What follows belongs to an exercise in optimizing a design on an open flow for small area; a production flow would make more cautious choices. Function was checked by simulation only, so behaviour that the tests miss may differ from the original. Power and IR drop assume default switching activity.

Design klt_block, start of the top module:
module klt_block (
    input  wire        clk,
    input  wire        rst,
    input  wire [3:0]  col_n,
    input  wire        led_ready,
    output wire [3:0]  row_n,
    output wire        led_valid,
    output wire [31:0] led_word,
    output wire        pwm_out,
    output wire        reboot_req,
    output wire        log_valid,
    output wire [4:0]  log_code
);
export LEC_CHECK = 0
export CAP_MARGIN = 20
export CORE_MARGIN = 2
export CORE_UTILIZATION = 40
export SLEW_MARGIN = 20
create_clock -name core_clock -period 10.0 [get_ports {clk}]
standard.sh (not shown) runs the stock make flow with config.mk's settings and CLKGATE_MAP_FILE= SYNTH_SCRIPT=/design/flow/synth_recipe.tcl, a recipe that flattens the netlist after the stock synthesis.
==> flow/flow/run.sh <==
#!/bin/bash
# The standard layout (standard.sh, which writes the ORFS logs under
# orfs/logs), with these changes; make's own output goes to standard.log.
#  - Synthesis maps the logic for area: ABC runs flow/abc.script (deep AIG
#    optimisation, then area-oriented mapping) instead of ORFS's speed script,
#    and no adder cells are mapped (the design has no arithmetic). Registers
#    are mapped exactly as in the standard synthesis.
#  - Port buffers are the smallest buffer (buf_1) instead of a delay cell.
#  - Tie cells are not split per load (SKIP_REPAIR_TIE_FANOUT): one tie
#    cell drives all constant-0 outputs.
#  - Clock tree: sinks clustered under clkbuf_8 buffers, no dummy loads.
set -e
W=$PWD
mkdir -p "$W/scripts"
for f in "$FLOW_HOME"/scripts/*; do ln -sf "$f" "$W/scripts/"; done
rm -f "$W/scripts/abc_speed.script"
cp "$W/flow/abc.script" "$W/scripts/abc_speed.script"
export BUFFER_PORTS_ARGS="-buffer_cell sky130_fd_sc_hd__buf_1"
export CTS_ARGS="-sink_clustering_enable -repair_clock_nets -sink_clustering_size 100 -sink_clustering_max_diameter 500 -buf_list sky130_fd_sc_hd__clkbuf_8 -dont_use_dummy_load"
export SKIP_REPAIR_TIE_FANOUT=1
bash standard.sh SCRIPTS_DIR="$W/scripts" ADDER_MAP_FILE= finish > standard.log 2>&1
==> flow/flow/abc.script <==
&get -n
&st
&deepsyn -T 20
&dch -f
&nf -a -p -R 1000
&put
topo
dnsize -c
Next try:
--- a/flow/flow/run.sh
+++ b/flow/flow/run.sh
@@ -9,5 +9,5 @@
 #  - Tie cells are not split per load (SKIP_REPAIR_TIE_FANOUT): one tie
 #    cell drives all constant-0 outputs.
-#  - Clock tree: sinks clustered under clkbuf_8 buffers, no dummy loads.
+#  - Clock tree: sinks clustered under clkbuf_4 buffers, no dummy loads.
 set -e
 W=$PWD
@@ -17,5 +17,5 @@
 cp "$W/flow/abc.script" "$W/scripts/abc_speed.script"
 export BUFFER_PORTS_ARGS="-buffer_cell sky130_fd_sc_hd__buf_1"
-export CTS_ARGS="-sink_clustering_enable -repair_clock_nets -sink_clustering_size 100 -sink_clustering_max_diameter 500 -buf_list sky130_fd_sc_hd__clkbuf_8 -dont_use_dummy_load"
+export CTS_ARGS="-sink_clustering_enable -repair_clock_nets -sink_clustering_size 100 -sink_clustering_max_diameter 500 -buf_list sky130_fd_sc_hd__clkbuf_8 -dont_use_dummy_load -sink_clustering_levels 1 -num_static_layers 0 -sink_clustering_buffer sky130_fd_sc_hd__clkbuf_8"
 export SKIP_REPAIR_TIE_FANOUT=1
 bash standard.sh SCRIPTS_DIR="$W/scripts" ADDER_MAP_FILE= finish > standard.log 2>&1
--- a/flow/config.mk
+++ b/flow/config.mk
@@ -8,4 +8,4 @@
 export CAP_MARGIN = 20
 export CORE_MARGIN = 2
-export CORE_UTILIZATION = 40
+export CORE_UTILIZATION = 55
 export SLEW_MARGIN = 20
=> Final cell count goes down by a few percent; hold slack gains 0.0059 ns; synthesized area is unchanged; synthesized cell count is unchanged; cell area shrinks slightly; non-clock buffer count is unchanged; clock power stays flat; worst setup slack gets better by 0.033 ns; global-route usage goes up by 5.6 points; power is about the same; die area came out lower by a quarter to a third.

---

== JK ==
Another version of the RTL of klt_block (not shown whole).
Size: roughly 260 cells after synthesis, ~42 flip-flops.
Settings: LEC_CHECK=0, CAP_MARGIN=20, CORE_MARGIN=2, CORE_UTILIZATION=40, SLEW_MARGIN=20; clock period 10.0 ns.
==> flow/flow/run.sh <==
#!/bin/bash
# The standard layout (standard.sh, which writes the ORFS logs under
# orfs/logs), with these changes; make's own output goes to standard.log.
#  - Synthesis maps the logic for area: ABC runs flow/abc.script (deep AIG
#    optimisation, then area-oriented mapping) instead of ORFS's speed script,
#    and no adder cells are mapped (the design has no arithmetic). Registers
#    are mapped exactly as in the standard synthesis.
#  - Port buffers are the smallest buffer (buf_1) instead of a delay cell.
#  - Tie cells are not split per load (SKIP_REPAIR_TIE_FANOUT): one tie
#    cell drives all constant-0 outputs.
#  - Clock tree: sinks clustered under clkbuf_8 buffers, no dummy loads.
set -e
W=$PWD
mkdir -p "$W/scripts"
for f in "$FLOW_HOME"/scripts/*; do ln -sf "$f" "$W/scripts/"; done
rm -f "$W/scripts/abc_speed.script"
cp "$W/flow/abc.script" "$W/scripts/abc_speed.script"
export BUFFER_PORTS_ARGS="-buffer_cell sky130_fd_sc_hd__buf_1"
export CTS_ARGS="-sink_clustering_enable -repair_clock_nets -sink_clustering_size 100 -sink_clustering_max_diameter 500 -buf_list {sky130_fd_sc_hd__clkbuf_4 sky130_fd_sc_hd__clkbuf_8} -dont_use_dummy_load"
export SKIP_REPAIR_TIE_FANOUT=1
bash standard.sh SCRIPTS_DIR="$W/scripts" ADDER_MAP_FILE= finish > standard.log 2>&1
Scripts as last shown in full above: flow/flow/abc.script
[inputs] MS vs JK
--- a/flow/flow/run.sh
+++ b/flow/flow/run.sh
@@ -18,3 +18,3 @@
 export BUFFER_PORTS_ARGS="-buffer_cell sky130_fd_sc_hd__buf_1"
-export CTS_ARGS="-sink_clustering_enable -repair_clock_nets -sink_clustering_size 100 -sink_clustering_max_diameter 500 -buf_list {sky130_fd_sc_hd__clkbuf_4 sky130_fd_sc_hd__clkbuf_8} -dont_use_dummy_load"
+export CTS_ARGS="-sink_clustering_enable -repair_clock_nets -sink_clustering_size 100 -sink_clustering_max_diameter 500 -buf_list sky130_fd_sc_hd__clkbuf_8 -dont_use_dummy_load"
 export SKIP_REPAIR_TIE_FANOUT=1
==> results.txt <==
MS finished all stages; the layout is clean.
From MS to JK, area of the die did not move at all.
Reported for JK and MS, synthesized cell count turned out identical to the last digit.
Diff MS..JK | net switching fraction of the power | unchanged
Fraction of area in clock buffers and inverters: JK vs MS, no meaningful difference
From JK to MS, utilization did not move at all.

==> re-timing with driven ports <==
In the flow no input, the clock included, has a driving cell. The finished layouts below were timed again as built, in two steps. Step 1 sets driving cells, clkbuf_16 on the clock port and buf_2 on the other inputs (assumed; they add their load-dependent delay and slew). Step 2 also shifts input and output timing later by t, the mid clock arrival at the registers, as if the neighbouring blocks saw the same clock. Three values: ideal, step 1, step 2; two values: the first two.
run	t, ns	slack for setup (ns)	clock arrival spread, ns	slew at the worst register clock pin (ns)	pins driven straight from the clock port
the first run of note 1	0.307	5.625 / 5.600 / 5.908	0.011 / 0.011	0.08 / 0.08	1
the second run of note 1	0.302	5.658 / 5.632 / 5.934	0.010 / 0.011	0.07 / 0.07	1
JK	0.317	5.990 / 5.960 / 6.215	0.022 / 0.022	0.08 / 0.08	1
MS	0.317	5.990 / 5.960 / 6.215	0.022 / 0.022	0.08 / 0.08	1
After both steps setup and hold are still met in every run listed.
